Source: an optimization exercise on an open RTL-to-GDS flow (aim: small area, a short achievable clock period and few clock cycles per item). Production flows keep margins and buffers that such runs may drop.
The RTL was checked by simulation tests, not by an equivalence proof against the original design.

### design/flow/constraint.sdc
create_clock -name core_clock -period 5.0 [get_ports {clk}]
set_input_delay 1.0000 -clock core_clock [delete_from_list [all_inputs] [get_ports {clk}]]
set_output_delay 1.0000 -clock core_clock [all_outputs]
set_load 0.01 [all_outputs]
### design/flow/standard.sh
#!/bin/bash
# synth_recipe.tcl (not shown) runs the flow's synth.tcl, then flattens the netlist and writes it again
# the make line also repeats each setting of config.mk as NAME=value (left out here)
make -C /OpenROAD-flow-scripts/flow DESIGN_CONFIG=/design/flow/config.mk WORK_HOME=/design/flow/orfs CLKGATE_MAP_FILE= SYNTH_SCRIPT=/design/flow/synth_recipe.tcl "${@:-finish}"
### design/flow/flow/run.sh
#!/bin/bash
# Standard layout, with plain buf_1 cells as the port buffers and the
# state flip-flops (which drive the whole next-state network and the
# result ports) upsized after placement.
set -e
export BUFFER_PORTS_ARGS="-buffer_cell sky130_fd_sc_hd__buf_1"
bash standard.sh place > standard_place.log 2>&1
openroad -no_init -exit flow/upsize.tcl > upsize.log 2>&1
bash standard.sh finish > standard.log 2>&1
### design/flow/flow/upsize.tcl
# Upsize the code register's flip-flops in the placed design, then
# legalize the placement again.
set odb orfs/results/sky130hd/csb_crc/base/3_place.odb
read_db $odb
read_liberty $::env(FLOW_HOME)/platforms/sky130hd/lib/sky130_fd_sc_hd__tt_025C_1v80.lib
set block [ord::get_db_block]
set n 0
foreach inst [$block getInsts] {
  if {[[$inst getMaster] getName] eq "sky130_fd_sc_hd__dfxtp_1" && [string match "code*" [$inst getName]]} {
    replace_cell [$inst getName] sky130_fd_sc_hd__dfxtp_4
    incr n
  }
}
puts "upsized $n flip-flops"
detailed_placement
check_placement
write_db $odb
### design/flow/design.v
module csb_crc (
    input  wire        clk,
    input  wire        rst,         
    input  wire        in_valid,
    output wire        in_ready,
    input  wire        in_init,
    input  wire [2:0]  in_nbytes,   
    input  wire [31:0] in_data,
    output wire        idle,
    output wire [31:0] result
);
    localparam [31:0] POLY = 32'hEDB88320;
    reg [31:0] code;       
    reg        pend;       
    reg        part;       
    reg        back;       
    reg [3:0]  left;       
    reg        busy;       
    reg        idle_q;     
    function [31:0] unshift2;
        input [31:0] c;
        integer i;
        reg [31:0] t;
        begin
            t = c;
            for (i = 0; i < 2; i = i + 1)
                t = t[31] ? (((t ^ POLY) << 1) | 32'd1) : (t << 1);
            unshift2 = t;
        end
    endfunction
    wire accept  = in_valid & ~busy & ~rst;
    wire partial = ~in_nbytes[2] & (in_nbytes[1:0] != 2'd0);
    wire clr     = rst | (accept & in_init);
    wire [31:0] b = {in_data[31:24] & {8{accept & in_nbytes[2]}},
                     in_data[23:16] & {8{accept & (in_nbytes[2] | (in_nbytes[1] & in_nbytes[0]))}},
                     in_data[15:8]  & {8{accept & (in_nbytes[2] | in_nbytes[1])}},
                     in_data[7:0]   & {8{accept & (in_nbytes != 3'd0)}}};
    wire [31:0] x = ~code;
    wire [31:0] f;
    wire m32 = x[2] ^ x[7];
    wire m33 = x[0] ^ x[22];
    wire m34 = x[3] ^ x[6];
    wire m35 = x[1] ^ x[23];
    wire m36 = x[4] ^ m33;
    wire m37 = x[16] ^ x[28];
    wire m38 = x[11] ^ x[25];
    wire m39 = x[24] ^ x[30];
    wire m40 = x[17] ^ x[29];
    wire m41 = x[18] ^ x[26];
    wire m42 = x[5] ^ x[31];
    wire m43 = x[19] ^ x[27];
    wire m44 = x[12] ^ x[13];
    wire m45 = x[15] ^ m42;
    wire m46 = x[8] ^ x[9];
    wire m47 = x[20] ^ m32;
    wire m48 = x[14] ^ m43;
    wire m49 = m39 ^ m40;
    wire m50 = x[23] ^ m37;
    wire m51 = x[21] ^ m32;
    wire m52 = x[10] ^ m35;
    wire m53 = x[4] ^ x[11];
    wire m54 = x[3] ^ x[10];
    wire m55 = x[0] ^ x[21];
    wire m56 = x[27] ^ m38;
    wire m57 = x[5] ^ x[8];
    wire m58 = x[30] ^ m36;
    wire m59 = x[7] ^ x[25];
    wire m60 = x[13] ^ m41;
    wire m61 = x[15] ^ x[24];
    wire m62 = x[28] ^ m41;
    wire m63 = x[26] ^ m52;
    wire m64 = x[2] ^ x[12];
    wire m65 = x[29] ^ x[31];
    wire m66 = x[14] ^ x[18];
    wire m67 = m33 ^ m45;
    wire m68 = x[28] ^ m46;
    wire m69 = x[14] ^ m50;
    wire m70 = x[25] ^ m34;
    wire m71 = x[8] ^ m47;
    wire m72 = x[6] ^ m47;
    wire m73 = x[7] ^ m34;
    wire m74 = x[10] ^ m65;
    wire m75 = x[31] ^ m39;
    wire m76 = x[9] ^ m44;
    wire m77 = m38 ^ m58;
    wire m78 = m53 ^ m72;
    wire m79 = x[20] ^ m69;
    wire m80 = x[4] ^ x[5];
    wire m81 = m48 ^ m58;
    wire m82 = m46 ^ m51;
    wire m83 = x[16] ^ m59;
    wire m84 = m59 ^ m66;
    wire m85 = m36 ^ m71;
    wire m86 = m40 ^ m57;
    wire m87 = x[22] ^ m43;
    wire m88 = x[12] ^ m54;
    wire m89 = x[21] ^ m49;
    wire m90 = m48 ^ m52;
    wire m91 = m50 ^ m61;
    wire m92 = x[13] ^ m53;
    wire m93 = x[3] ^ x[20];
    wire m94 = x[9] ^ m63;
    wire m95 = m55 ^ m68;
    wire m96 = x[1] ^ m60;
    wire m97 = x[24] ^ m86;
    wire m98 = x[5] ^ m36;
    wire m99 = x[15] ^ x[22];
    wire m100 = x[26] ^ m34;
    wire m101 = x[17] ^ m45;
    wire m102 = x[16] ^ m35;
    wire m103 = m100 ^ m102;
    wire m104 = m103 ^ m85;
    wire m105 = x[3] ^ x[17];
    wire m106 = x[24] ^ x[27];
    wire m107 = m80 ^ m35;
    wire m108 = m105 ^ m106;
    wire m109 = m107 ^ m108;
    wire m110 = m82 ^ m109;
    wire m111 = x[2] ^ x[10];
    wire m112 = x[18] ^ x[24];
    wire m113 = m111 ^ m112;
    wire m114 = m68 ^ m70;
    wire m115 = m113 ^ m98;
    wire m116 = m114 ^ m115;
    wire m117 = x[19] ^ x[29];
    wire m118 = m80 ^ m38;
    wire m119 = m117 ^ m73;
    wire m120 = m118 ^ m119;
    wire m121 = m94 ^ m120;
    wire m122 = x[10] ^ x[12];
    wire m123 = x[26] ^ x[27];
    wire m124 = m39 ^ m57;
    wire m125 = m122 ^ m123;
    wire m126 = m124 ^ m125;
    wire m127 = m126 ^ m78;
    wire m128 = m42 ^ m44;
    wire m129 = m73 ^ m56;
    wire m130 = m128 ^ m95;
    wire m131 = m129 ^ m130;
    wire m132 = x[0] ^ x[2];
    wire m133 = x[29] ^ m54;
    wire m134 = m132 ^ m76;
    wire m135 = m133 ^ m134;
    wire m136 = m79 ^ m135;
    wire m137 = x[1] ^ x[14];
    wire m138 = x[15] ^ m54;
    wire m139 = m137 ^ m92;
    wire m140 = m138 ^ m89;
    wire m141 = m139 ^ m140;
    wire m142 = x[16] ^ m64;
    wire m143 = m66 ^ m45;
    wire m144 = m142 ^ m143;
    wire m145 = m77 ^ m144;
    wire m146 = x[19] ^ m44;
    wire m147 = m146 ^ m101;
    wire m148 = m85 ^ m147;
    wire m149 = x[9] ^ x[14];
    wire m150 = m149 ^ m51;
    wire m151 = m60 ^ m98;
    wire m152 = m150 ^ m151;
    wire m153 = m34 ^ m99;
    wire m154 = m57 ^ m153;
    wire m155 = m90 ^ m154;
    wire m156 = x[9] ^ m91;
    wire m157 = m78 ^ m156;
    wire m158 = m55 ^ m83;
    wire m159 = m88 ^ m97;
    wire m160 = m158 ^ m159;
    wire m161 = x[6] ^ x[17];
    wire m162 = m46 ^ m161;
    wire m163 = m162 ^ m96;
    wire m164 = m77 ^ m163;
    wire m165 = x[9] ^ x[12];
    wire m166 = m32 ^ m41;
    wire m167 = m42 ^ m165;
    wire m168 = m166 ^ m167;
    wire m169 = m90 ^ m168;
    wire m170 = x[7] ^ m37;
    wire m171 = m61 ^ m87;
    wire m172 = m92 ^ m170;
    wire m173 = m63 ^ m171;
    wire m174 = m172 ^ m173;
    wire m175 = m64 ^ m56;
    wire m176 = m97 ^ m175;
    wire m177 = m79 ^ m176;
    wire m178 = x[15] ^ m55;
    wire m179 = m70 ^ m76;
    wire m180 = m49 ^ m62;
    wire m181 = m178 ^ m179;
    wire m182 = m180 ^ m181;
    wire m183 = m74 ^ m83;
    wire m184 = m96 ^ m183;
    wire m185 = m81 ^ m184;
    wire m186 = x[11] ^ m37;
    wire m187 = m73 ^ m186;
    wire m188 = m101 ^ m187;
    wire m189 = m81 ^ m188;
    wire m190 = x[3] ^ m64;
    wire m191 = m40 ^ m62;
    wire m192 = m190 ^ m67;
    wire m193 = m191 ^ m192;
    wire m194 = x[29] ^ x[30];
    wire m195 = m194 ^ m87;
    wire m196 = m60 ^ m71;
    wire m197 = m195 ^ m196;
    wire m198 = x[23] ^ x[30];
    wire m199 = x[31] ^ m93;
    wire m200 = m198 ^ m48;
    wire m201 = m199 ^ m95;
    wire m202 = m200 ^ m201;
    wire m203 = m100 ^ m74;
    wire m204 = m82 ^ m91;
    wire m205 = m203 ^ m204;
    wire m206 = x[2] ^ x[6];
    wire m207 = x[20] ^ m206;
    wire m208 = m49 ^ m56;
    wire m209 = m207 ^ m208;
    wire m210 = m94 ^ m209;
    wire m211 = m75 ^ m88;
    wire m212 = m51 ^ m56;
    wire m213 = m62 ^ m211;
    wire m214 = m212 ^ m213;
    wire m215 = x[0] ^ m65;
    wire m216 = m35 ^ m37;
    wire m217 = m38 ^ m43;
    wire m218 = m44 ^ m215;
    wire m219 = m216 ^ m217;
    wire m220 = m72 ^ m218;
    wire m221 = m219 ^ m220;
    wire m222 = x[6] ^ m44;
    wire m223 = m36 ^ m222;
    wire m224 = m69 ^ m89;
    wire m225 = m223 ^ m224;
    wire m226 = x[13] ^ m35;
    wire m227 = m49 ^ m84;
    wire m228 = m226 ^ m67;
    wire m229 = m227 ^ m228;
    wire m230 = x[4] ^ x[19];
    wire m231 = m93 ^ m99;
    wire m232 = m230 ^ m75;
    wire m233 = m84 ^ m231;
    wire m234 = m232 ^ m233;
    wire m235 = x[1] ^ x[19];
    wire m236 = m235 ^ m70;
    wire m237 = m51 ^ m67;
    wire m238 = m236 ^ m237;
    assign f[0] = m104;
    assign f[1] = m110;
    assign f[2] = m116;
    assign f[3] = m121;
    assign f[4] = m127;
    assign f[5] = m131;
    assign f[6] = m136;
    assign f[7] = m141;
    assign f[8] = m145;
    assign f[9] = m148;
    assign f[10] = m152;
    assign f[11] = m155;
    assign f[12] = m157;
    assign f[13] = m160;
    assign f[14] = m164;
    assign f[15] = m169;
    assign f[16] = m174;
    assign f[17] = m177;
    assign f[18] = m182;
    assign f[19] = m185;
    assign f[20] = m189;
    assign f[21] = m193;
    assign f[22] = m197;
    assign f[23] = m202;
    assign f[24] = m205;
    assign f[25] = m210;
    assign f[26] = m214;
    assign f[27] = m221;
    assign f[28] = m225;
    assign f[29] = m229;
    assign f[30] = m234;
    assign f[31] = m238;
    wire [31:0] stepped = ~f ^ b;
    wire [31:0] kept    = ({32{~clr}} & (back ? ~unshift2(~code) : code)) ^ b;
    always @(posedge clk)
        code <= (pend & ~clr) ? stepped : kept;
    reg       pend_n, part_n, back_n, busy_n;
    reg [3:0] left_n;
    always @(*) begin
        pend_n = accept & (in_nbytes != 3'd0);
        part_n = accept & partial;
        if (rst) begin
            back_n = 1'b0;
            busy_n = 1'b0;
            left_n = 4'd0;
        end else if (accept) begin
            back_n = 1'b0;
            busy_n = partial;
            left_n = {~in_nbytes[1:0], 2'b00} + 4'd4;
        end else begin
            back_n = (pend & part) | (back & (left != 4'd1));
            busy_n = busy & ~(back & (left == 4'd1));
            left_n = left - {3'd0, back};
        end
    end
    always @(posedge clk) begin
        pend   <= pend_n;
        part   <= part_n;
        back   <= back_n;
        busy   <= busy_n;
        left   <= left_n;
        idle_q <= ~(pend_n | back_n);
    end
    assign in_ready = ~busy;
    assign idle     = idle_q;
    assign result   = code;
endmodule
### design/flow/config.mk
export PLATFORM = sky130hd
export DESIGN_NAME = csb_crc
export DESIGN_NICKNAME = csb_crc
export VERILOG_FILES = /design/flow/design.v
export SDC_FILE = /design/flow/constraint.sdc
export NUM_CORES = 4
export LEC_CHECK = 0
export CAP_MARGIN = 20
export CORE_MARGIN = 2
export CORE_UTILIZATION = 40
export CTS_BUF_LIST = sky130_fd_sc_hd__clkbuf_4 sky130_fd_sc_hd__clkbuf_8
export CTS_CLUSTER_DIAMETER = 100
export CTS_CLUSTER_SIZE = 30
export SETUP_SLACK_MARGIN = 2.9
export SLEW_MARGIN = 20
==> results of run 1 <==
## synth_stat cells
| cell type | n |
|---|---|
| sky130_fd_sc_hd__dfxtp_1 | 41 |
| sky130_fd_sc_hd__o21a_1 | 2 |
| sky130_fd_sc_hd__xnor2_1 | 153 |
| sky130_fd_sc_hd__buf_4 | 5 |
| sky130_fd_sc_hd__clkbuf_2 | 1 |
| sky130_fd_sc_hd__ha_1 | 4 |
| sky130_fd_sc_hd__a21oi_1 | 7 |
| sky130_fd_sc_hd__nand4b_1 | 1 |
| sky130_fd_sc_hd__xor2_1 | 43 |
| sky130_fd_sc_hd__o22ai_1 | 26 |
| sky130_fd_sc_hd__nor3_1 | 4 |
| sky130_fd_sc_hd__xnor2_4 | 2 |
| sky130_fd_sc_hd__and2_1 | 2 |
| sky130_fd_sc_hd__nor2_1 | 11 |
| sky130_fd_sc_hd__buf_2 | 20 |
| sky130_fd_sc_hd__buf_6 | 5 |
| sky130_fd_sc_hd__xor3_1 | 2 |
| sky130_fd_sc_hd__nand3b_1 | 1 |
| sky130_fd_sc_hd__buf_1 | 2 |
| sky130_fd_sc_hd__xnor3_1 | 28 |
| sky130_fd_sc_hd__clkbuf_1 | 9 |
| sky130_fd_sc_hd__o22ai_2 | 1 |
| sky130_fd_sc_hd__nor4_1 | 1 |
| sky130_fd_sc_hd__xnor2_2 | 6 |
| sky130_fd_sc_hd__a211oi_1 | 2 |
| sky130_fd_sc_hd__xor2_2 | 3 |
| sky130_fd_sc_hd__a22oi_1 | 1 |
| sky130_fd_sc_hd__mux2i_1 | 31 |
| sky130_fd_sc_hd__inv_1 | 5 |
| sky130_fd_sc_hd__nand2_1 | 36 |
| sky130_fd_sc_hd__nand2b_1 | 1 |
| sky130_fd_sc_hd__nor2b_1 | 2 |
## per-stage QoR
step                area [um^2]  std cells
finish                     5509        664
global placement           4770        630
detailed placement         4770        630
global route               5509        664
CTS                        5235        648
floorplan                  4556        458
## layout make-up
cell class	count	area, um^2
clock buffer	5	68.82
clock inverter	3	20.02
fill	1059	5426
inverter	5	18.77
multi-input combinational	370	3754
sequential	41	944.7
tap	140	175.2
timing repair buffer	100	528.0
## state kept, by name, indices dropped and copies added (netlist names)
name	count
busy	1
left	4
part	1
pend	1
back	1
idle_q	1
code	32
## cell families after synthesis
kind of cell             after synthesis  share of synthesized area
AO/OA/AOI/OAI                         39                    0.05463
XOR/XNOR                             237                     0.5726
adder cells (fa/ha/maj)                4                    0.01104
buffers and inverters                 47                    0.05712
flip-flops                            41                     0.1810
multiplexers                          31                    0.06843
AND/OR/NAND/NOR                       59                    0.05519
## timing repair
item                       CTS  global route
buffers inserted            10            16
gates resized for setup     23            21
pin swaps                    3             7
setup endpoints to repair   33            34
cloned                       0             0
## routing by layer
layer | vias up | share of wire
li1 | 1616 | -
met1 | 1666 | 0.41
met2 | 136 | 0.48
met3 | 30 | 0.072
met4 | 0 | 0.036
met5 | - | 0
## worst max-delay path: stages (launching register included)
cell and delay [ns]:
sky130_fd_sc_hd__dfxtp_4 0.48, sky130_fd_sc_hd__xnor3_1 0.49, sky130_fd_sc_hd__xnor3_1 0.29, sky130_fd_sc_hd__xnor2_2 0.25
sky130_fd_sc_hd__xnor2_2 0.18, sky130_fd_sc_hd__o22ai_1 0.13, sky130_fd_sc_hd__xnor2_1 0.14
## how the worst max path moves through the flow
stage / slack, ns / from / cells after the start / end
floorplan: 2.92 / code[31]$_DFF_P_ / 6 / code[15]$_DFF_P_
global placement: 2.34 / code[4]$_DFF_P_ / 6 / code[19]$_DFF_P_
detailed placement: 2.44 / code[4]$_DFF_P_ / 6 / code[19]$_DFF_P_
CTS: 2.90 / code[18]$_DFF_P_ / 6 / code[26]$_DFF_P_
global route: 2.88 / code[25]$_DFF_P_ / 6 / code[19]$_DFF_P_
finish: 2.94 / code[25]$_DFF_P_ / 6 / code[19]$_DFF_P_
==> metrics list, run 1 <==
- Placement Setup Slack: 2.437 ns
- Endpoint of the worst-slack reg-to-reg timing path: code[19]$_DFF_P_
- Leaving out fill and tap cells, the most frequent cell in the layout is sky130_fd_sc_hd__xnor2_1.
- The tightest min-delay check is of the reg -> reg type.
- Across all register-to-register paths, the minimum setup slack is 2.94 ns.
- The critical path is of the reg -> reg type.
* Cell taking the most area after synthesis: sky130_fd_sc_hd__xnor2_1
* Kind of capture point of the worst setup path: flop
* Layout-stage area growth over the synthesis result: 21.50%
- Worst-path clk slew: 0.09 ns
* Total CTS buffers: 5
- The top cell types in the final layout, fill and taps aside, are sky130_fd_sc_hd__xnor2_1, sky130_fd_sc_hd__buf_1, sky130_fd_sc_hd__nand2_1.
* Count of vias placed by the detailed router: 3448
- Of the post-synthesis cell area, the dominant cell type holds 0.2955.
* Final sum of negative setup slack: 0 ns
- Clock skew on the completed layout was measured at 0.008457 ns.
* Synthesized flop and latch total: 41
- Area of the die: 12200 um^2
- Post-synthesis instance area: 4534 um^2
* Final setup slack of the worst path: 2.942 ns
- Buffers added on ports: 72
* Overall die height: 110.5 um
- Net count after synthesis: 501
- Worst skew pair latency: 0.31 ns
* R2R Path Start: code[25]$_DFF_P_
- Vias in the first global route: 3425
* Antenna violations before repair: 0
- Dividing the final minimum period by the clock period gives 0.4116.
- TritonCTS built the clock tree.
* Worst hold path startpoint: left[1]$_SDFF_PP0_
- Initial standard-cell utilization of the core: 0.4146
* Core ar.: 10940 um^2
- The count of pins over their slew limit was 0.
- I/O pin cnt: 73
- Slew at the pin with the worst max-slew slack: 0.6194 ns
* Detailed-route DRC error count: 0
- Number of clock sinks seen by CTS: 41
- Cts hold-fix bufs: 0
- Number of levels in the clock H-tree: 2
- Met3 track demand over resource in global routing: 0.03238
- Main area contributors after synthesis: sky130_fd_sc_hd__xnor2_1, sky130_fd_sc_hd__dfxtp_1, sky130_fd_sc_hd__xnor3_1
- The worst register-to-register path has a depth of 6.
- Vias per inst: 5.193
- met2 is the most crowded layer.
* Layout cells sized above 1: 0.2118
* M2 GR Usage: 0.3583
- The netlist uses 32 different library cells.
- Cells after Synth: 458
* Number of failing setup endpoints in the final timing report: 0
* Final antenna-violating net count: 0
- The first TritonRoute pass finished after 5 iterations.
- Buffer type at the clock tree root: sky130_fd_sc_hd__clkbuf_8
* Std cell rows: 38
- Unrepaired setup endpoints after global routing: yes
- At the end of the flow the core is filled with cells to 0.5038.
* WL final: 13470 um
- Number of nets in the final layout: 566
- For the worst setup path, the data arrival time is 2.27 ns.
- Entering global routing, the biggest net connects 36 pins.
* Inserted Diodes: 0
- The first global-routing pass estimated 20560 um of wire.
* Global placer's final weighted congestion: 0.9532
- Worst max-slew margin expressed relative to the limit: 0.5870
* Synthesized area divided by synthesized cell count: 9.900 um^2
* Sequential share of the synthesized area: 0.1810
- Number of max-cap violations: 0
* Detailed placement HPWL: 9633 um
- For this run, the number of Yosys warnings is 1.
- Along the worst hold path, the cell count comes to 3.
- In this run the deepest clock path goes through 2 buffers.
- Critical path launch point type: flop
- After global routing the overflow that remains totals 0.
- Derived from the worst setup path, the maximum achievable clock frequency is 485.9 MHz.
- Of all nets on the critical path, the largest fanout is 9.
* Fin crit period: 2.058 ns
- The detailed router finished its first iteration with 285 violations.
* Global routing usage summed across all routing layers: 0.2203
* Hold Worst Slack: 0.5613 ns
- Data on the critical path is required at its endpoint by 5.21 ns.
* Hold Violations, Final: 0
- In the global route stage, met1 resource usage came out at 0.2974.
* Post-DR wirelength/cell: 20.29 um
* Hold worst-path end: left[1]$_SDFF_PP0_
- Die extent in x: 110.5 um
- Outcome: finished clean
Testbench counts, summed over its fixed seeds: cycles 24,576, bytes 97,536.
==> run 2: changes to the inputs <==
--- a/design/flow/config.mk
+++ b/design/flow/config.mk
@@ -12,4 +12,4 @@
 export CTS_CLUSTER_DIAMETER = 100
 export CTS_CLUSTER_SIZE = 30
-export SETUP_SLACK_MARGIN = 2.9
+export SETUP_SLACK_MARGIN = 3.1
 export SLEW_MARGIN = 20
==> metrics list, run 2 <==
- The final core utilization was 0.6699 (+0.1661).
* I/O pin cnt: 73 (unchanged)
* Global placer's final weighted congestion: 0.9551 (+0.20%)
* Flip-flop count of the largest register after layout: 32 (unchanged)
* Cell taking the most area after synthesis: sky130_fd_sc_hd__xnor2_1
- Worst skew pair latency: 0.34 ns (+0.03 ns)
- The count of pins over their slew limit came to 0 (unchanged).
- Post-route fraction of the period consumed by the critical path: 0.4263 (+0.01467)
- Hold worst-path end: left[1]$_SDFF_PP0_
- Cells after Synth: 458 (unchanged)
* Count of vias placed by the detailed router: 3913 (+13%)
- The number of buffers inserted during clock tree synthesis is 5 (unchanged).
- The die outline area is 12200 um^2 (unchanged).
- Global routing usage summed across all routing layers: 0.2557 (+0.03541)
- The maximum clock insertion buffer count came to 2 (unchanged).
- The count of nets left with antenna violations after detail routing was 0 (unchanged).
- The endpoint required time on the critical path came to 5.25 ns (+0.04 ns).
- The number of synthesized flops with an enable pin came to 0 (unchanged).
- WL final: 16510 um (+23%)
- In this design, the critical path's most frequently occurring cell is sky130_fd_sc_hd__xnor2_1.
* Antenna violations before repair: 0 (unchanged)
- Main area contributors after synthesis: sky130_fd_sc_hd__xnor2_1, sky130_fd_sc_hd__dfxtp_1, sky130_fd_sc_hd__xnor3_1
- The fraction of registers with async set or reset after synthesis came to 0 (unchanged).
* Number of warnings issued by yosys: 1 (unchanged)
- Worst max-slew margin expressed relative to the limit: 0.5812 (-0.005797)
- The shortest period the worst path allows was 2.131 ns (+0.07337 ns).
- The signal on the critical path passes through buf_4, xnor2_1, xnor2_2, xnor3_1, xor2_2, o22ai_2, xnor2_1.
- The final total negative setup slack is 0 ns (unchanged).
* Total congestion overflow after global routing: 0 (unchanged)
- The clock-pin slew on the worst setup and hold paths was 0.10 ns (about the same).
- Detailed-route DRC error count: 0 (unchanged)
- The slowest stage of the critical path belongs to the cell sky130_fd_sc_hd__xnor3_1.
* Yosys top cell area share: 0.2955 (unchanged)
- The final antenna diode count is 0 (unchanged).
- Vias per inst: 5.095 (-1.9%)
- Worst clock skew on the final layout: 0.01436 ns (+0.005900 ns)
- Leaving out fill and tap cells, the most frequent cell in the layout is sky130_fd_sc_hd__xnor2_1.
* Number of nets in the final layout: 670 (+18%)
* Maximum number of pins on one net before global-route repair: 36 (unchanged)
* Post-synthesis instance area: 4534 um^2 (unchanged)
- The final number of setup-violating endpoints was 0 (unchanged).
- Launching instance or port of the critical path: code[11]$_DFF_P_
- Wire length of the first global-routing pass: 23490 um (+14%)
- The area growth from synthesis to layout is 61.56%.
- Data arrival at the endpoint of the critical path: 2.39 ns (+0.12 ns)
- The cell depth of the worst flop-to-flop path is 7 (+1).
- The number of clock sinks is 41 (unchanged).
- The worst setup path is of the reg -> reg kind.
- CP max stage delay: 0.45 ns (-0.04 ns)
- Most frequently used cell type in the post-synthesis netlist: sky130_fd_sc_hd__xnor2_1
* Buffer type at the clock tree root: sky130_fd_sc_hd__clkbuf_8
- The max-cap check violation count is 0 (unchanged).
- By count the netlist is led by sky130_fd_sc_hd__xnor2_1, sky130_fd_sc_hd__xor2_1, sky130_fd_sc_hd__dfxtp_1.
* Detailed placement HPWL: 9829 um (+2.0%)
* Cell family with most CP delay: XOR/XNOR gates
- The number of buffers inserted by port buffering was 72 (unchanged).
- Sequential share of the synthesized area: 0.1810 (unchanged)
- The achievable clock frequency is 469.2 MHz (-3.4%).
- The number of instances on the worst hold path is 3 (unchanged).
- Worst hold path startpoint: left[1]$_SDFF_PP0_
- Core ar.: 10940 um^2 (unchanged)
- The final hold slack came to 0.5603 ns (-0.0009860 ns).
* Iter 0 DRT Violations: 245 (-14%)
- The buffering stage count on the worst path with inverters included is 1 (+1).
- The post-synth net total came to 501 (unchanged).
- The number of storage elements in the synthesis netlist was 41 (unchanged).
- Unrepaired setup endpoints after global routing: yes
- Hold Violations, Final: 0 (unchanged)
- Post-DR wirelength/cell: 21.50 um (+6.0%)
* Layout cells sized above 1: 0.4889 (+0.2770)
- Most flop-heavy register: code
- The initial core utilization was 0.4146 (unchanged).
* Overall die height: 110.5 um (unchanged)
* Cts hold-fix bufs: 0 (unchanged)
- The worst setup path is captured at a flop.
- The reg-to-reg setup timing slack came to 2.87 ns (-0.07 ns).
- The worst setup path is launched from a flop.
- Number of levels in the clock H-tree: 2 (unchanged)
- Synthesized area divided by synthesized cell count: 9.900 um^2 (unchanged)
* Die extent in x: 110.5 um (unchanged)
- The maximum fanout along the worst path is 7 (-2).
- The distinct cell type count after synthesis was 32 (unchanged).
- Vias in the first global route: 4003 (+17%)
* Finished Cell Area: 7326 um^2 (+33%)
- TritonCTS built the clock tree.
- Most frequent cells in the layout: sky130_fd_sc_hd__xnor2_1, sky130_fd_sc_hd__buf_4, sky130_fd_sc_hd__buf_1
- The worst hold path belongs to the class reg -> reg.
- The standard cell area after detailed placement is 4974 um^2 (+4.3%).
* Top Registers: code: 32 flops, left: 4 flops
* Leading register cell type out of synthesis: sky130_fd_sc_hd__dfxtp_1
- The length of the first detailed-routing pass in iterations came to 4 (-1).
- The flow ran to the end and the layout has no timing, DRC or antenna violations.
* Std cell rows: 38 (unchanged)
- R2R Path Start: code[11]$_DFF_P_
* Slew at the pin with the worst max-slew slack: 0.6281 ns (+0.008695 ns)
- The worst register-to-register path ends at code[17]$_DFF_P_.
-- run 2: tightest hold or removal path, cell delays in order, from the launching register on --
cell and delay (ns):
sky130_fd_sc_hd__dfxtp_1 0.32, sky130_fd_sc_hd__inv_1 0.05, sky130_fd_sc_hd__ha_1 0.12, sky130_fd_sc_hd__nor3_1 0.04
-- run 2: how the worst max path moves through the flow --
stage	depth (start not counted)	endpoint	slack [ns]
after floorplan	7	code[10]$_DFF_P_	3.06
after global placement	7	code[4]$_DFF_P_	2.55
after detailed placement	6	code[3]$_DFF_P_	2.51
after CTS	7	code[26]$_DFF_P_	3.00
after global routing	7	code[17]$_DFF_P_	2.77
final	7	code[17]$_DFF_P_	2.87
-- run 2: layer usage --
| layer | vias up | global-route usage | part of all wire | wire, um |
|---|---|---|---|---|
| met5 | - | 0 | 0 | 0 |
| met4 | 0 | 0.09583 | 0.035 | 586 |
| met3 | 35 | 0.06970 | 0.057 | 945 |
| met2 | 125 | 0.4241 | 0.50 | 8228 |
| met1 | 1921 | 0.3177 | 0.41 | 6749 |
| li1 | 1832 | - | - | - |
-- run 2: cells by family (layout without fill, tap and decap cells) --
family,after synthesis,in the layout,share of synthesized area
buffers and inverters,47,216,0.05712
and+or+nand+nor,59,60,0.05519
AOI/OAI and AO/OA,39,39,0.05463
xor gates and xnor gates,237,237,0.5726
adders and majority gates,4,4,0.01104
muxes,31,31,0.06843
DFF,41,41,0.1810
-- run 2: area by class of cell --
type                    instances  area [um^2]
multi-input cells             371         4319
flip-flops and latches         41        945.9
well taps                     140        175.2
clock inverters                 3        45.04
inverters                       5        38.79
repair buffers                203         1733
fillers                       815         3610
clock buffers                   5        68.82
-- run 2: repair_timing --
action,4_1_cts,5_1_grt
cloned,1,0
gates resized for setup,88,74
endpoints found under the setup margin,68,60
setup buffers,91,40
pin swaps,22,58
endpoints found under the hold margin,0,0
-- run 2: per-stage QoR --
step	setup slack [ns]	std cells
6_report	2.869	768
5_1_grt	2.765	768
4_1_cts	2.999	728
3_5_place_dp	2.507	628
3_3_place_gp	2.548	628
2_1_floorplan	3.061	458
==> run 3: changes to the inputs <==
--- a/design/flow/config.mk
+++ b/design/flow/config.mk
@@ -12,4 +12,5 @@
 export CTS_CLUSTER_DIAMETER = 100
 export CTS_CLUSTER_SIZE = 30
-export SETUP_SLACK_MARGIN = 3.1
+export SETUP_SLACK_MARGIN = 3.0
 export SLEW_MARGIN = 20
+export TNS_END_PERCENT = 0
==> metrics list, run 3 <==
* Worst skew pair latency: 0.31 ns (-0.03 ns)
- Total CTS buffers: 5 (unchanged)
- R2R Path Start: code[30]$_DFF_P_
* Synthesized-area fraction occupied by xor and xnor cells: 0.5726 (unchanged)
- Max Slew Vio Count: 0 (unchanged)
- The largest registers in the layout are code: 32 flops, left: 4 flops.
- Ordered list of cells on the worst path: xnor2_1, xnor2_2, xnor2_1, xor2_1, o22ai_1, xnor2_1
- The tightest slew margin relative to the limit came to 0.5912 (+0.009962).
- Overall die height: 110.5 um (unchanged)
- The via count of the first global-routing pass is 3514 (-12%).
- Iter 0 DRT Violations: 196 (-20%)
- Layout-stage area growth over the synthesis result: 14.90%
- Number of levels in the clock H-tree: 2 (unchanged)
- Hold Violations, Final: 0 (unchanged)
* Kind of capture point of the worst setup path: flop
- The reg-to-reg setup timing slack was 2.90 ns (+0.03 ns).
- The number of storage elements in the synthesis netlist was 41 (unchanged).
- The shortest period the worst path allows is 2.103 ns (-0.02815 ns).
- Core ar.: 10940 um^2 (unchanged)
- The flip-flop count of the largest register after layout came to 32 (unchanged).
- The number of clock sinks is 41 (unchanged).
- Worst-path clk slew: 0.10 ns (about the same)
- The final worst setup slack was 2.897 ns (+0.02815 ns).
- Wire length of the first global-routing pass: 20580 um (-12%)
- Post-synthesis instance area: 4534 um^2 (unchanged)
- The overall overflow remaining after global route is 0 (unchanged).
- The number of placement rows is 38 (unchanged).
- Worst Reg2Reg Path Length in Cells: 6 (-1)
* Final antenna-violating net count: 0 (unchanged)
* Number of failing setup endpoints in the final timing report: 0 (unchanged)
- The number of antenna violations at the first check in global routing was 0 (unchanged).
- The die outline area came to 12200 um^2 (unchanged).
- Number of enable-type register cells in the synthesized netlist: 0 (unchanged)
- Number of nets in the final layout: 548 (-18%)
* Outcome: finished clean
* Cell occurring most often along the worst timing path: sky130_fd_sc_hd__xnor2_1
* Die extent in x: 110.5 um (unchanged)
* Buffer type at the clock tree root: sky130_fd_sc_hd__clkbuf_8
- Synthesized area divided by synthesized cell count: 9.900 um^2 (unchanged)
* Most frequent cells in the layout: sky130_fd_sc_hd__xnor2_1, sky130_fd_sc_hd__buf_1, sky130_fd_sc_hd__xor2_1
- Highest clock rate: 475.5 MHz (+1.3%)
* Maximum fanout along the worst path: 11 (+4)
* Cells after Synth: 458 (unchanged)
- The fraction of the yosys area taken by sequential cells was 0.1810 (unchanged).
- The maximum clock insertion buffer count was 2 (unchanged).
* Number of max-cap violations: 0 (unchanged)
- Hold path depth: 2 (-1)
- Drt first pass iters: 4 (unchanged)
- Adder-cell share of the synthesized area: 0.01104 (unchanged)
- Worst Path Class, Setup: reg -> reg
- Most used standard cells in the synthesized netlist: sky130_fd_sc_hd__xnor2_1, sky130_fd_sc_hd__xor2_1, sky130_fd_sc_hd__dfxtp_1
- sky130_fd_sc_hd__xnor2_1 takes more of the synthesized area than any other cell.
* Number of warnings issued by yosys: 1 (unchanged)
- The final period utilization came to 0.4206 (-0.005630).
- The compound-cell area share of the yosys netlist was 0.05464 (unchanged).
- The arrival time at the worst endpoint is 2.30 ns (-0.09 ns).
- The post-detailed-route DRC marker count came to 0 (unchanged).
- CTS tree: done
- The average wire length per cell after detail routing came to 20.17 um (-6.2%).
* Detailed placement HPWL: 9643 um (-1.9%)
- By area the synthesized netlist is led by sky130_fd_sc_hd__xnor2_1, sky130_fd_sc_hd__dfxtp_1, sky130_fd_sc_hd__xnor3_1.
- Hold Worst Slack: 0.5514 ns (-0.008943 ns)
- Layout cells sized above 1: 0.1542 (-0.3347)
- The final total negative setup slack was 0 ns (unchanged).
- Post-synthesis cell type count: 32 (unchanged)
- The number of vias per cell after detailed routing came to 5.104 (+0.17%).
* Yosys top cell area share: 0.2955 (unchanged)
- Finished Cell Area: 5210 um^2 (-29%)
- Global routing usage summed across all routing layers: 0.2193 (-0.03646)
- Cts hold-fix bufs: 0 (unchanged)
* Slowest library cell on the worst path: sky130_fd_sc_hd__dfxtp_4
- The most used flip-flop cell after synthesis is sky130_fd_sc_hd__dfxtp_1.
- The transition time at the pin with the least slew margin came to 0.6132 ns (-0.01494 ns).
* Cell area reported after detailed placement: 4770 um^2 (-4.1%)
- Main combinational cell family by area after synthesis: XOR/XNOR gates
* Inserted Diodes: 0 (unchanged)
- I/O pin cnt: 73 (unchanged)
* Net count after synthesis: 501 (unchanged)
* Most frequent standard cell in the layout excluding fill and tap cells: sky130_fd_sc_hd__xnor2_1
* Endpoint of the worst-slack reg-to-reg timing path: code[7]$_DFF_P_
- Worst clock skew on the final layout: 0.01000 ns (-0.004357 ns)
- The synthesized-area fraction occupied by and/or/nand/nor cells came to 0.05519 (unchanged).
- WL final: 13030 um (-21%)
- CP Data Required Time: 5.20 ns (-0.05 ns)
- Placement Setup Slack: 2.460 ns (-0.04702 ns)
* Critical path launch point type: flop
- CP max stage delay: 0.44 ns (about the same)
- The min-delay analysis places its worst path in the category reg -> reg.
* Hold worst-path end: busy$_SDFF_PP0_
- The initial core utilization came to 0.4146 (unchanged).
- Synth async-reset ratio: 0 (unchanged)
- Count of vias placed by the detailed router: 3297 (-16%)
- Most frequently used cell type in the post-synthesis netlist: sky130_fd_sc_hd__xnor2_1
- The share of cell area taken by muxes after synthesis is 0.06843 (unchanged).
* Worst hold path startpoint: busy$_SDFF_PP0_
- The pin count of the biggest net entering global routing is 36 (unchanged).
- The global placement routability congestion is 0.9811 (+2.7%).
- Unrepaired setup endpoints after global routing: yes
* Buffers added on ports: 72 (unchanged)
- Most flop-heavy register: code
==> run 3: cell counts after synthesis <==
No cell type changed its count.
==> run 3: worst max-delay path by stage <==
stage / to / from / cells after the start / slack, ns
after floorplan: code[26]$_DFF_P_ / in_valid / 7 / 2.95
after detailed placement: code[19]$_DFF_P_ / code[4]$_DFF_P_ / 6 / 2.46
after global routing: code[18]$_DFF_P_ / code[30]$_DFF_P_ / 6 / 2.79
after CTS: code[20]$_DFF_P_ / code[4]$_DFF_P_ / 6 / 2.93
after global placement: code[19]$_DFF_P_ / code[4]$_DFF_P_ / 6 / 2.42
final: code[7]$_DFF_P_ / code[30]$_DFF_P_ / 6 / 2.90
==> run 3: critical path, delay by kind of cell, from the launching register on <==
family / cells / cell delay, ns
xor gates and xnor gates: 5 / 1.40
AOI/OAI and AO/OA: 1 / 0.15
DFF: 1 / 0.44
==> run 3: final cells by class <==
| type | count | area [um^2] |
|---|---|---|
| Fill cell | 1075 | 5725 |
| Multi-Input combinational cell | 370 | 3630 |
| Sequential cell | 41 | 944.7 |
| Timing Repair Buffer | 82 | 349.1 |
| Tap cell | 140 | 175.2 |
| Clock buffer | 5 | 68.82 |
| Clock inverter | 3 | 23.77 |
| Inverter | 5 | 18.77 |
==> run 3: logic make-up after synthesis <==
kind of cell,Yosys count
DFF,41
muxes,31
buffers and inverters,47
xor gates and xnor gates,237
AOI/OAI and AO/OA,39
and+or+nand+nor,59
adders and majority gates,4
==> run 3: metal layers <==
layer,global-route usage,vias up,wire length [um]
met5,0,-,0
met2,0.3644,98,6248
met3,0.03403,22,787
li1,-,1585,-
met4,0.07833,0,380
met1,0.2892,1592,5616
==> run 3: repair_timing <==
action                     in CTS  in global routing
setup buffers                   9                  0
pin swaps                       4                  0
gates resized for setup        20                  1
setup endpoints to repair      36                 38
==> run 3: metrics by stage <==
step | util | cells
2_1_floorplan | - | 458
3_3_place_gp | 0.4362 | 629
3_5_place_dp | 0.4362 | 629
4_1_cts | 0.4762 | 646
5_1_grt | 0.4764 | 646
6_report | 0.4764 | 646
==> run 4: changes to the inputs <==
--- a/design/flow/config.mk
+++ b/design/flow/config.mk
@@ -12,4 +12,5 @@
 export CTS_CLUSTER_DIAMETER = 100
 export CTS_CLUSTER_SIZE = 30
+export GPL_ROUTABILITY_DRIVEN = 0
 export SETUP_SLACK_MARGIN = 3.0
 export SLEW_MARGIN = 20
==> metrics list, run 4 <==
* Outcome: finished clean
- Total CTS buffers: 5 (unchanged)
* Vias in the first global route: 3484 (-0.85%)
* Layout-stage area growth over the synthesis result: 16.64%
- The netlist area before placement is 4534 um^2 (unchanged).
- The fraction of the yosys area taken by sequential cells was 0.1810 (unchanged).
- Worst clock skew on the final layout: 0.009006 ns (-0.0009937 ns)
- The clock latency on the worst-skew pair was 0.32 ns (about the same).
- The overall via count from detail_route was 3354 (+1.7%).
- Number of levels in the clock H-tree: 2 (unchanged)
- Layout cells sized above 1: 0.1660 (+0.01187)
- The number of instances on the worst hold path came to 2 (unchanged).
- Main area contributors after synthesis: sky130_fd_sc_hd__xnor2_1, sky130_fd_sc_hd__dfxtp_1, sky130_fd_sc_hd__xnor3_1
* Area of the die: 12200 um^2 (unchanged)
- Placement Setup Slack: 2.443 ns (-0.01623 ns)
- The final hold violation count is 0 (unchanged).
- Clock tree synthesis selected as its root buffer the cell sky130_fd_sc_hd__clkbuf_8.
- Global routing usage summed across all routing layers: 0.2170 (-0.002227)
- The initial core utilization was 0.4146 (unchanged).
* Number of warnings issued by yosys: 1 (unchanged)
* Fin crit period: 2.061 ns (-0.04218 ns)
- The die width came to 110.5 um (unchanged).
- STA classifies the critical path endpoint as a flop.
- Slew at the pin with the worst max-slew slack: 0.6122 ns (-0.0009958 ns)
* Synth async-reset ratio: 0 (unchanged)
- Highest clock rate: 485.2 MHz (+2.0%)
* Detailed placement HPWL: 9475 um (-1.7%)
- Cell taking the most area after synthesis: sky130_fd_sc_hd__xnor2_1
* Number of max-cap violations: 0 (unchanged)
- Std cell rows: 38 (unchanged)
- Most frequent cells in the layout: sky130_fd_sc_hd__xnor2_1, sky130_fd_sc_hd__buf_1, sky130_fd_sc_hd__nand2_1, sky130_fd_sc_hd__xor2_1, sky130_fd_sc_hd__dfxtp_4
- CTS tree: done
- Number of nets in the final layout: 554 (+1.1%)
- The number of buffers inserted by port buffering was 72 (unchanged).
* Worst Reg2Reg Path Length in Cells: 6 (unchanged)
- Net count after synthesis: 501 (unchanged)
* Maximum fanout along the worst path: 11 (unchanged)
- Cells after Synth: 458 (unchanged)
* Post-route fraction of the period consumed by the critical path: 0.4122 (-0.008436)
* Worst hold path startpoint: busy$_SDFF_PP0_
* Most frequent standard cell in the layout excluding fill and tap cells: sky130_fd_sc_hd__xnor2_1
* Hold Path Class: reg -> reg
* Total congestion overflow after global routing: 0 (unchanged)
* Data arrival at the endpoint of the critical path: 2.31 ns (about the same)
* Deepest clock path buffer count: 2 (unchanged)
* Core ar.: 10940 um^2 (unchanged)
- Setup repair after global routing could not meet its margin everywhere.
- Number of clock sinks seen by CTS: 41 (unchanged)
* Final sum of negative setup slack: 0 ns (unchanged)
* Worst Path Class, Setup: reg -> reg
* Maximum number of pins on one net before global-route repair: 36 (unchanged)
- Worst-path clk slew: 0.10 ns (about the same)
* Leading register cell type out of synthesis: sky130_fd_sc_hd__dfxtp_1
- Drt first pass iters: 5 (+1)
- Most used standard cells in the synthesized netlist: sky130_fd_sc_hd__xnor2_1, sky130_fd_sc_hd__xor2_1, sky130_fd_sc_hd__dfxtp_1
- The global-route wire length before repair came to 20280 um (-1.5%).
- Synthesized flop and latch total: 41 (unchanged)
- The worst setup path is launched from a flop.
- Vias per inst: 5.144 (+0.79%)
- Final antenna-violating net count: 0 (unchanged)
* Top Registers: code: 32 flops, left: 4 flops
- WL final: 13070 um (+0.31%)
- The average wire length per cell after detail routing was 20.05 um (-0.61%).
- Inserted Diodes: 0 (unchanged)
- Cts hold-fix bufs: 0 (unchanged)
- The worst hold path terminates at busy$_SDFF_PP0_.
- Most flop-heavy register: code
- Max Slew Vio Count: 0 (unchanged)
- The initial detailed-routing violation count came to 217 (+11%).
- Number of failing setup endpoints in the final timing report: 0 (unchanged)
* CP Data Required Time: 5.25 ns (+0.05 ns)
- In the post-synthesis netlist, the cell with the most instances is sky130_fd_sc_hd__xnor2_1.
- Yosys top cell area share: 0.2955 (unchanged)
- The flip-flop count of the largest register after layout is 32 (unchanged).
* Synthesized area divided by synthesized cell count: 9.900 um^2 (unchanged)
* Antenna violations before repair: 0 (unchanged)
- The vertical die dimension is 110.5 um (unchanged).
- The boundary pin count is 73 (unchanged).
- In this run the critical register-to-register path is launched from code[30]$_DFF_P_.
- The final worst setup slack was 2.939 ns (+0.04218 ns).
* Endpoint of the worst-slack reg-to-reg timing path: code[25]$_DFF_P_
* Detailed-route DRC error count: 0 (unchanged)
- Number of enable-type register cells in the synthesized netlist: 0 (unchanged)
- Worst max-slew margin expressed relative to the limit: 0.5919 (+0.0006640)
* Post-synthesis cell type count: 32 (unchanged)
[run 4: cell counts after synthesis]
No cell type changed its count.
[run 4: per-layer routing]
| layer | global-route usage | vias to the layer above | routed length, um |
|---|---|---|---|
| met4 | 0.08583 | 0 | 430 |
| met3 | 0.03787 | 32 | 864 |
| li1 | - | 1583 | - |
| met5 | 0 | - | 0 |
| met1 | 0.2802 | 1606 | 5539 |
| met2 | 0.3607 | 133 | 6237 |
[run 4: repair_timing]
action | in CTS | in global routing
gates cloned | 0 | 0
resized for setup | 22 | 1
pin swaps | 5 | 0
endpoints found under the setup margin | 36 | 38
buffers inserted | 15 | 0
[run 4: layout make-up]
class	count	area, um^2
tap	140	175.2
clock buffer	5	68.82
fill	1037	5647
multi-input combinational	370	3641
timing repair buffer	88	420.4
inverter	5	18.77
clock inverter	3	20.02
sequential	41	944.7
[run 4: stage by stage]
stage / instances / cell area, um^2 / utilization / hold slack, ns
global placement: 629 / 4770 / 0.4362 / 0.5213
CTS: 652 / 5286 / 0.4834 / 0.5505
finish: 652 / 5289 / 0.4836 / 0.5519
detailed placement: 629 / 4770 / 0.4362 / 0.5338
floorplan: 458 / 4563 / - / 0.4983
global route: 652 / 5289 / 0.4836 / 0.5734
[run 4: cells by family after synthesis]
logic type                 count (synthesis)  share of synthesized area
AOI/OAI and AO/OA                         39                    0.05463
xor gates and xnor gates                 237                     0.5726
muxes                                     31                    0.06843
and+or+nand+nor                           59                    0.05519
buffers and inverters                     47                    0.05712
DFF                                       41                     0.1810
adders and majority gates                  4                    0.01104
[run 4: how the worst max path moves through the flow]
stage | start | endpoint | slack [ns] | depth (start not counted)
6_report | code[30]$_DFF_P_ | code[25]$_DFF_P_ | 2.94 | 6
5_1_grt | in_valid | code[15]$_DFF_P_ | 2.80 | 8
4_1_cts | code[7]$_DFF_P_ | result[7] | 2.95 | 1
3_5_place_dp | code[4]$_DFF_P_ | code[19]$_DFF_P_ | 2.44 | 6
3_3_place_gp | code[4]$_DFF_P_ | code[19]$_DFF_P_ | 2.38 | 6
2_1_floorplan | in_valid | code[26]$_DFF_P_ | 2.95 | 7
[run 4: critical path, stage by stage (launching register included)]
cell                      delay (ns)
sky130_fd_sc_hd__dfxtp_4        0.51
sky130_fd_sc_hd__xnor2_1        0.18
sky130_fd_sc_hd__xnor2_1        0.36
sky130_fd_sc_hd__xnor3_1        0.48
sky130_fd_sc_hd__xnor2_1        0.14
sky130_fd_sc_hd__o22ai_1        0.19
sky130_fd_sc_hd__xnor2_1        0.14
==> run 5: changes to the inputs <==
--- a/design/flow/flow/upsize.tcl
+++ b/design/flow/flow/upsize.tcl
@@ -8,5 +8,5 @@
 foreach inst [$block getInsts] {
   if {[[$inst getMaster] getName] eq "sky130_fd_sc_hd__dfxtp_1" && [string match "code*" [$inst getName]]} {
-    replace_cell [$inst getName] sky130_fd_sc_hd__dfxtp_4
+    replace_cell [$inst getName] sky130_fd_sc_hd__dfxtp_2
     incr n
   }
==> metrics list, run 5 <==
- The standard cell area after detailed placement was 4770 um^2 (unchanged).
* Flip-flop count of the largest register after layout: 32 (unchanged)
- The count of yosys warnings during synthesis came to 1 (unchanged).
- Hold Worst Slack: 0.5524 ns (+0.0005320 ns)
- The final antenna diode count was 0 (unchanged).
- Total CTS buffers: 5 (unchanged)
- The boundary pin count was 73 (unchanged).
- The largest individual stage delay along the critical path comes from the cell sky130_fd_sc_hd__dfxtp_2.
- Fin crit period: 2.125 ns (+0.06403 ns)
* Outcome: finished clean
- Compared with the post-synthesis result, the final layout area differs by 14.13%.
* WL final: 13060 um (-0.13%)
- The largest registers in the layout are code: 32 flops, left: 4 flops.
- The distinct cell type count after synthesis came to 32 (unchanged).
- Detailed placement HPWL: 9475 um (unchanged)
* Hold Path Class: reg -> reg
- The die width was 110.5 um (unchanged).
- Post-DR wirelength/cell: 20.09 um (+0.18%)
- Final sum of negative setup slack: 0 ns (unchanged)
- The achievable clock frequency was 470.6 MHz (-3.0%).
* CP Data Required Time: 5.21 ns (-0.04 ns)
- Ordered list of cells on the worst path: xor2_1, xnor2_1, xnor2_1, xor2_1, o22ai_1, xnor2_1
* Total congestion overflow after global routing: 0 (unchanged)
- The tightest slew margin relative to the limit was 0.5724 (-0.01951).
- In the synthesized netlist the dominant register cell turns out to be sky130_fd_sc_hd__dfxtp_1.
* Placement Setup Slack: 2.443 ns (unchanged)
- The number of antenna violations at the first check in global routing came to 0 (unchanged).
* Cell occurring most often along the worst timing path: sky130_fd_sc_hd__xnor2_1
- Most frequently used cell type in the post-synthesis netlist: sky130_fd_sc_hd__xnor2_1
- The length of the first detailed-routing pass in iterations came to 4 (-1).
- The fraction of registers with async set or reset after synthesis was 0 (unchanged).
- The global-route wire length before repair was 20230 um (-0.24%).
- The number of storage elements in the synthesis netlist is 41 (unchanged).
- The number of synthesized flops with an enable pin was 0 (unchanged).
* Vias in the first global route: 3418 (-1.9%)
* Final setup slack of the worst path: 2.875 ns (-0.06403 ns)
* Maximum number of pins on one net before global-route repair: 36 (unchanged)
* CTS tree: done
- Number of clock sinks seen by CTS: 41 (unchanged)
- The count of hold buffers inserted by post-cts repair is 0 (unchanged).
- The vertical die dimension is 110.5 um (unchanged).
* Hold Violations, Final: 0 (unchanged)
- Post-route fraction of the period consumed by the critical path: 0.4250 (+0.01281)
* Number of failing setup endpoints in the final timing report: 0 (unchanged)
- Critical path launch point type: flop
- Initial standard-cell utilization of the core: 0.4146 (unchanged)
* Slew at the pin with the worst max-slew slack: 0.6393 ns (+0.02710 ns)
* Worst clock skew on the final layout: 0.006762 ns (-0.002244 ns)
- The number of vias per cell after detailed routing came to 5.069 (-1.5%).
* CP max stage delay: 0.50 ns (about the same)
- The count of pins over their slew limit came to 0 (unchanged).
- Detailed-route DRC error count: 0 (unchanged)
- Sequential share of the synthesized area: 0.1810 (unchanged)
- Area of the die: 12200 um^2 (unchanged)
* Final antenna-violating net count: 0 (unchanged)
- Deepest clock path buffer count: 2 (unchanged)
* Iter 0 DRT Violations: 250 (+15%)
- Maximum fanout along the worst path: 6 (-5)
- The clock-pin slew on the worst setup and hold paths was 0.10 ns (about the same).
* Cell taking the most area after synthesis: sky130_fd_sc_hd__xnor2_1
- Net count after synthesis: 501 (unchanged)
- The max-cap check violation count came to 0 (unchanged).
* Most frequent cells in the layout: sky130_fd_sc_hd__xnor2_1, sky130_fd_sc_hd__buf_1, sky130_fd_sc_hd__xor2_1
- Ranked by flip-flop count, first place goes to code.
- Number of levels in the clock H-tree: 2 (unchanged)
- Number of nets in the final layout: 552 (-0.36%)
- Setup repair after global routing could not meet its margin everywhere.
- Kind of capture point of the worst setup path: flop
- Yosys top cell area share: 0.2955 (unchanged)
* Main area contributors after synthesis: sky130_fd_sc_hd__xnor2_1, sky130_fd_sc_hd__dfxtp_1, sky130_fd_sc_hd__xnor3_1
- Worst Path Class, Setup: reg -> reg
- Post-synthesis instance area: 4534 um^2 (unchanged)
- Buffer type at the clock tree root: sky130_fd_sc_hd__clkbuf_8
- The post-layout instance area was 5175 um^2 (-2.2%).
- The clock latency on the worst-skew pair is 0.32 ns (about the same).
* Most used standard cells in the synthesized netlist: sky130_fd_sc_hd__xnor2_1, sky130_fd_sc_hd__xor2_1, sky130_fd_sc_hd__dfxtp_1
- Layout cells sized above 1: 0.1608 (-0.005231)
- The number of buffers inserted by port buffering was 72 (unchanged).
- Std cell rows: 38 (unchanged)
* Count of vias placed by the detailed router: 3295 (-1.8%)
- The average footprint of a synthesized cell was 9.900 um^2 (unchanged).
- Data arrival at the endpoint of the critical path: 2.33 ns (+0.02 ns)
- Most frequent standard cell in the layout excluding fill and tap cells: sky130_fd_sc_hd__xnor2_1
- Core ar.: 10940 um^2 (unchanged)
* Global routing usage summed across all routing layers: 0.2161 (-0.0009020)
* Cells after Synth: 458 (unchanged)
==> run 5: cell counts after synthesis <==
No cell type changed its count.
==> run 5: what timing repair did <==
action	CTS	global route
pin swaps	5	0
resized for setup	31	1
setup endpoints to repair	52	57
setup buffers	13	0
hold endpoints to repair	0	0
==> run 5: final cells by class <==
class	count	area [um^2]
tap	140	175.2
clock buffer	5	68.82
inverter	5	18.77
timing repair buffer	86	380.4
multi-input combinational	370	3616
fill	1058	5761
clock inverter	3	21.27
sequential	41	894.6
==> run 5: logic make-up (layout without fill, tap and decap cells) <==
kind of cell	after synthesis	in the layout	share of synthesized area
compound gates	39	39	0.05463
flops	41	41	0.1810
xor+xnor	237	237	0.5726
fa+ha+maj	4	4	0.01104
simple gates	59	59	0.05519
mux	31	31	0.06843
buf+inv	47	99	0.05712
==> run 5: final timing paths <==
path / depth (start not counted) / endpoint / start / slack, ns
worst max-delay path: 6 / code[17]$_DFF_P_ / code[8]$_DFF_P_ / 2.88
worst min-delay path: 2 / busy$_SDFF_PP0_ / busy$_SDFF_PP0_ / 0.55
worst max register to register: 6 / code[17]$_DFF_P_ / code[8]$_DFF_P_ / 2.88
worst min register to register: 2 / busy$_SDFF_PP0_ / busy$_SDFF_PP0_ / 0.55
==> run 5: per-stage QoR <==
stage               utilization  instances
floorplan                     -        458
global placement         0.4362        629
detailed placement       0.4362        629
CTS                      0.4730        650
global route             0.4732        650
finish                   0.4732        650
==> run 5: critical path, delay by kind of cell (launching register included) <==
| kind | cells | cell delay, ns |
|---|---|---|
| xor+xnor | 5 | 1.34 |
| flops | 1 | 0.50 |
| compound gates | 1 | 0.17 |
==> run 5: routing by layer <==
layer  vias to the layer above  GRT usage  wire length (um)
met3                        26    0.03293              1093
met5                         -          0                 0
met1                      1542     0.2841              5235
met4                         0    0.07417               366
met2                       142     0.3624              6361
li1                       1585          -                 -
==> run 6: changes to the inputs <==
--- a/design/flow/config.mk
+++ b/design/flow/config.mk
@@ -13,4 +13,5 @@
 export CTS_CLUSTER_SIZE = 30
 export GPL_ROUTABILITY_DRIVEN = 0
+export PLACE_DENSITY = 0.65
 export SETUP_SLACK_MARGIN = 3.0
 export SLEW_MARGIN = 20
==> metrics list, run 6 <==
* Initial standard-cell utilization of the core: 0.4146 (unchanged)
* Vias per inst: 5.235 (+3.3%)
- The final total negative setup slack came to 0 ns (unchanged).
- Synthesized flop and latch total: 41 (unchanged)
- The via count of the first global-routing pass is 3467 (+1.4%).
- Number of enable-type register cells in the synthesized netlist: 0 (unchanged)
- The reg-to-reg setup timing slack is 2.81 ns (-0.06 ns).
- Ordered list of cells on the worst path: xnor3_2, xor2_2, xnor2_1, xnor2_1, o22ai_1, xnor2_1
- Post-synthesis instance area: 4534 um^2 (unchanged)
- Antenna violations before repair: 0 (unchanged)
* Number of clock sinks seen by CTS: 41 (unchanged)
* Synth async-reset ratio: 0 (unchanged)
* Total CTS buffers: 5 (unchanged)
- Post-DR wirelength/cell: 19.82 um (-1.3%)
* Number of levels in the clock H-tree: 2 (unchanged)
- The met3 track demand over resource in global routing came to 0.03403 (+0.001098).
- Sequential share of the synthesized area: 0.1810 (unchanged)
* Worst-path clk slew: 0.10 ns (about the same)
* Most used standard cells in the synthesized netlist: sky130_fd_sc_hd__xnor2_1, sky130_fd_sc_hd__xor2_1, sky130_fd_sc_hd__dfxtp_1
- Maximum fanout along the worst path: 10 (+4)
- Main area contributors after synthesis: sky130_fd_sc_hd__xnor2_1, sky130_fd_sc_hd__dfxtp_1, sky130_fd_sc_hd__xnor3_1
- The largest clock skew in the final design came to 0.01035 ns (+0.003586 ns).
- Net count after synthesis: 501 (unchanged)
* Die extent in x: 110.5 um (unchanged)
- Logic depth of the worst setup path including buffers: 6 (unchanged)
- The die outline area is 12200 um^2 (unchanged).
- In this run the worst setup path terminates at code[19]$_DFF_P_.
- The total wirelength of the detailed-routed design came to 12730 um (-2.5%).
- The final number of setup-violating endpoints was 0 (unchanged).
- Critical path launch point type: flop
- The maximum clock insertion buffer count was 2 (unchanged).
- The share of post-route cells with drive strength above 1 came to 0.1514 (-0.009390).
- Total congestion overflow after global routing: 0 (unchanged)
- Slowest library cell on the worst path: sky130_fd_sc_hd__xnor3_2
* Drt first pass iters: 5 (+1)
- Placement Setup Slack: 2.480 ns (+0.03702 ns)
- Fill cells: 1075 (+1.6%)
- The transition time at the pin with the least slew margin is 0.6419 ns (+0.002623 ns).
- Endpoint of the worst-slack reg-to-reg timing path: code[19]$_DFF_P_
- Summed over all instances, the cell type with the most area after synthesis is sky130_fd_sc_hd__xnor2_1.
- Kind of capture point of the worst setup path: flop
- R2R Path Start: code[4]$_DFF_P_
- Leading register cell type out of synthesis: sky130_fd_sc_hd__dfxtp_1
- In this design, the largest share of critical-path delay is due to XOR/XNOR gates.
- Flip-flop count of the largest register after layout: 32 (unchanged)
* Unrepaired setup endpoints after global routing: yes
- Global routing usage summed across all routing layers: 0.2100 (-0.006088)
- I/O pin cnt: 73 (unchanged)
- Highest clock rate: 456.8 MHz (-2.9%)
- Detailed placement HPWL: 9512 um (+0.39%)
- The clock latency on the worst-skew pair is 0.30 ns (-0.02 ns).
* CP Data Required Time: 5.20 ns (about the same)
- Count of vias placed by the detailed router: 3361 (+2.0%)
- Fin crit period: 2.189 ns (+0.06422 ns)
- The instance count of the mapped netlist came to 458 (unchanged).
- The max-cap check violation count was 0 (unchanged).
- The final worst setup slack came to 2.811 ns (-0.06422 ns).
* Final antenna-violating net count: 0 (unchanged)
- Overall die height: 110.5 um (unchanged)
- The buffering stage count on the worst path with inverters included was 0 (unchanged).
- Most frequently used cell type in the post-synthesis netlist: sky130_fd_sc_hd__xnor2_1
- The register with the most flip-flops in the final layout is code.
- The global-route wire length before repair came to 20060 um (-0.85%).
- The initial detailed-routing violation count was 257 (+2.8%).
* Number of warnings issued by yosys: 1 (unchanged)
- The number of placement rows was 38 (unchanged).
- Most utilized layer in the global route result: met2
- The number of buffers inserted by port buffering was 72 (unchanged).
* Inserted Diodes: 0 (unchanged)
- The top cell type's share of synthesized area was 0.2955 (unchanged).
* Post-synthesis cell type count: 32 (unchanged)
- Outcome: finished clean
* Hold Violations, Final: 0 (unchanged)
- Core ar.: 10940 um^2 (unchanged)
* Worst Reg2Reg Path Length in Cells: 6 (unchanged)
* Number of nets in the final layout: 544 (-1.4%)
* Post-route fraction of the period consumed by the critical path: 0.4378 (+0.01284)
* Met1 Track Usage GR: 0.2779 (-0.006179)
- Max Slew Vio Count: 0 (unchanged)
* Data arrival at the endpoint of the critical path: 2.39 ns (+0.06 ns)
- M2 GR Usage: 0.3378 (-0.02454)
* CP max stage delay: 0.53 ns (+0.03 ns)
- Counting stages on the worst path, the most repeated cell is sky130_fd_sc_hd__xnor2_1.
- Most frequent cells in the layout: sky130_fd_sc_hd__xnor2_1, sky130_fd_sc_hd__buf_1, sky130_fd_sc_hd__xor2_1
- The min-delay analysis places its worst path in the category reg -> reg.
- The tree is rooted in a sky130_fd_sc_hd__clkbuf_8.
- Synthesized area divided by synthesized cell count: 9.900 um^2 (unchanged)
* Layout-stage area growth over the synthesis result: 13.44%
- Maximum number of pins on one net before global-route repair: 36 (unchanged)
- The post-detailed-route DRC marker count is 0 (unchanged).
* Worst max-slew margin expressed relative to the limit: 0.5706 (-0.001754)
- CTS tree: done
- The worst setup path is of the reg -> reg kind.
* Cts hold-fix bufs: 0 (unchanged)
* Top Registers: code: 32 flops, left: 4 flops
- The library cell used most frequently in the layout, excluding fill and tap cells, is sky130_fd_sc_hd__xnor2_1.
- Launching instance or port of the critical path: code[4]$_DFF_P_
## run 6: worst min-delay path, cell delays in order (launching register included)
cell and delay [ns]:
sky130_fd_sc_hd__dfxtp_1 0.32, sky130_fd_sc_hd__inv_1 0.05, sky130_fd_sc_hd__ha_1 0.12, sky130_fd_sc_hd__nor3_1 0.04
## run 6: worst min path at each step
stage                       start            endpoint  slack, ns  cells after the start
6_report       left[1]$_SDFF_PP0_  left[1]$_SDFF_PP0_       0.56                      3
5_1_grt        left[0]$_SDFF_PP0_  left[0]$_SDFF_PP0_       0.60                      3
4_1_cts           busy$_SDFF_PP0_     busy$_SDFF_PP0_       0.55                      2
3_5_place_dp      busy$_SDFF_PP0_     busy$_SDFF_PP0_       0.54                      2
3_3_place_gp      busy$_SDFF_PP0_     busy$_SDFF_PP0_       0.51                      2
2_1_floorplan     busy$_SDFF_PP0_     busy$_SDFF_PP0_       0.50                      2
## run 6: cell type report
class,instances,area [um^2],area share
inverter,5,18.77,0.003649
tap,140,175.2,0.03405
sequential,41,892.1,0.1734
multi-input combinational,370,3625,0.7047
clock buffer,5,68.82,0.01338
timing repair buffer,78,320.3,0.06227
clock inverter,3,43.79,0.008514
## run 6: cell families (layout without fill, tap and decap cells)
| logic type | count (synthesis) | count (layout) | synth area share |
|---|---|---|---|
| XOR/XNOR | 237 | 237 | 0.5726 |
| flip-flops | 41 | 41 | 0.1810 |
| multiplexers | 31 | 31 | 0.06843 |
| buffers and inverters | 47 | 91 | 0.05712 |
| AO/OA/AOI/OAI | 39 | 39 | 0.05463 |
| adder cells (fa/ha/maj) | 4 | 4 | 0.01104 |
| AND/OR/NAND/NOR | 59 | 59 | 0.05519 |
## run 6: metal layers
| metal | up-vias | wire (um) |
|---|---|---|
| li1 | 1570 | - |
| met1 | 1620 | 5381 |
| met2 | 139 | 5936 |
| met3 | 32 | 823 |
| met4 | 0 | 583 |
| met5 | - | 0 |
## run 6: timing repair
item / in CTS / in global routing
pin swaps: 4 / 0
hold endpoints to repair: 0 / 0
buffers inserted: 5 / 0
setup endpoints to repair: 46 / 55
resized for setup: 29 / 4
## run 6: metrics by stage
stage                       util  area, um^2  hold WS [ns]  cells
after detailed placement  0.4362        4770        0.5372    629
after global placement    0.4362        4770        0.5128    629
after floorplan                -        4563        0.4983    458
after CTS                 0.4685        5124        0.5525    642
after global routing      0.4704        5144        0.5960    642
final                     0.4704        5144        0.5587    642

## separate check: timing with driven ports
Ports are ideal in the flow. The routed layouts listed here were re-timed in OpenROAD.
Step 1 assumes that a clkbuf_16 drives the clock port and a buf_2 every other input.
Step 2 moves the port delays by t, midway between the first and last clock arrival at a register: inputs arrive t later, outputs are due t later. That takes back most of the time a late clock gives input paths.
Three values: no drivers, after step 1, after step 2; two values: the first two.
run	t (ns)	setup slack, ns	worst setup path at the end	pins driven straight from the clock port
run 1	0.342	2.942 / 2.909 / 2.695	input to register	1
run 2	0.367	2.869 / 2.869 / 2.747	input to register	1
run 3	0.343	2.897 / 2.897 / 2.625	input to register	1
run 4	0.347	2.939 / 2.939 / 2.655	input to register	1
run 5	0.350	2.875 / 2.875 / 2.659	input to register	1
run 6	0.332	2.811 / 2.811 / 2.692	input to register	1
After both steps every run listed still meets setup and hold. For run 4, which loses most, drivers alone change the setup slack by 0.000 ns; drivers and shift together by -0.284 ns.
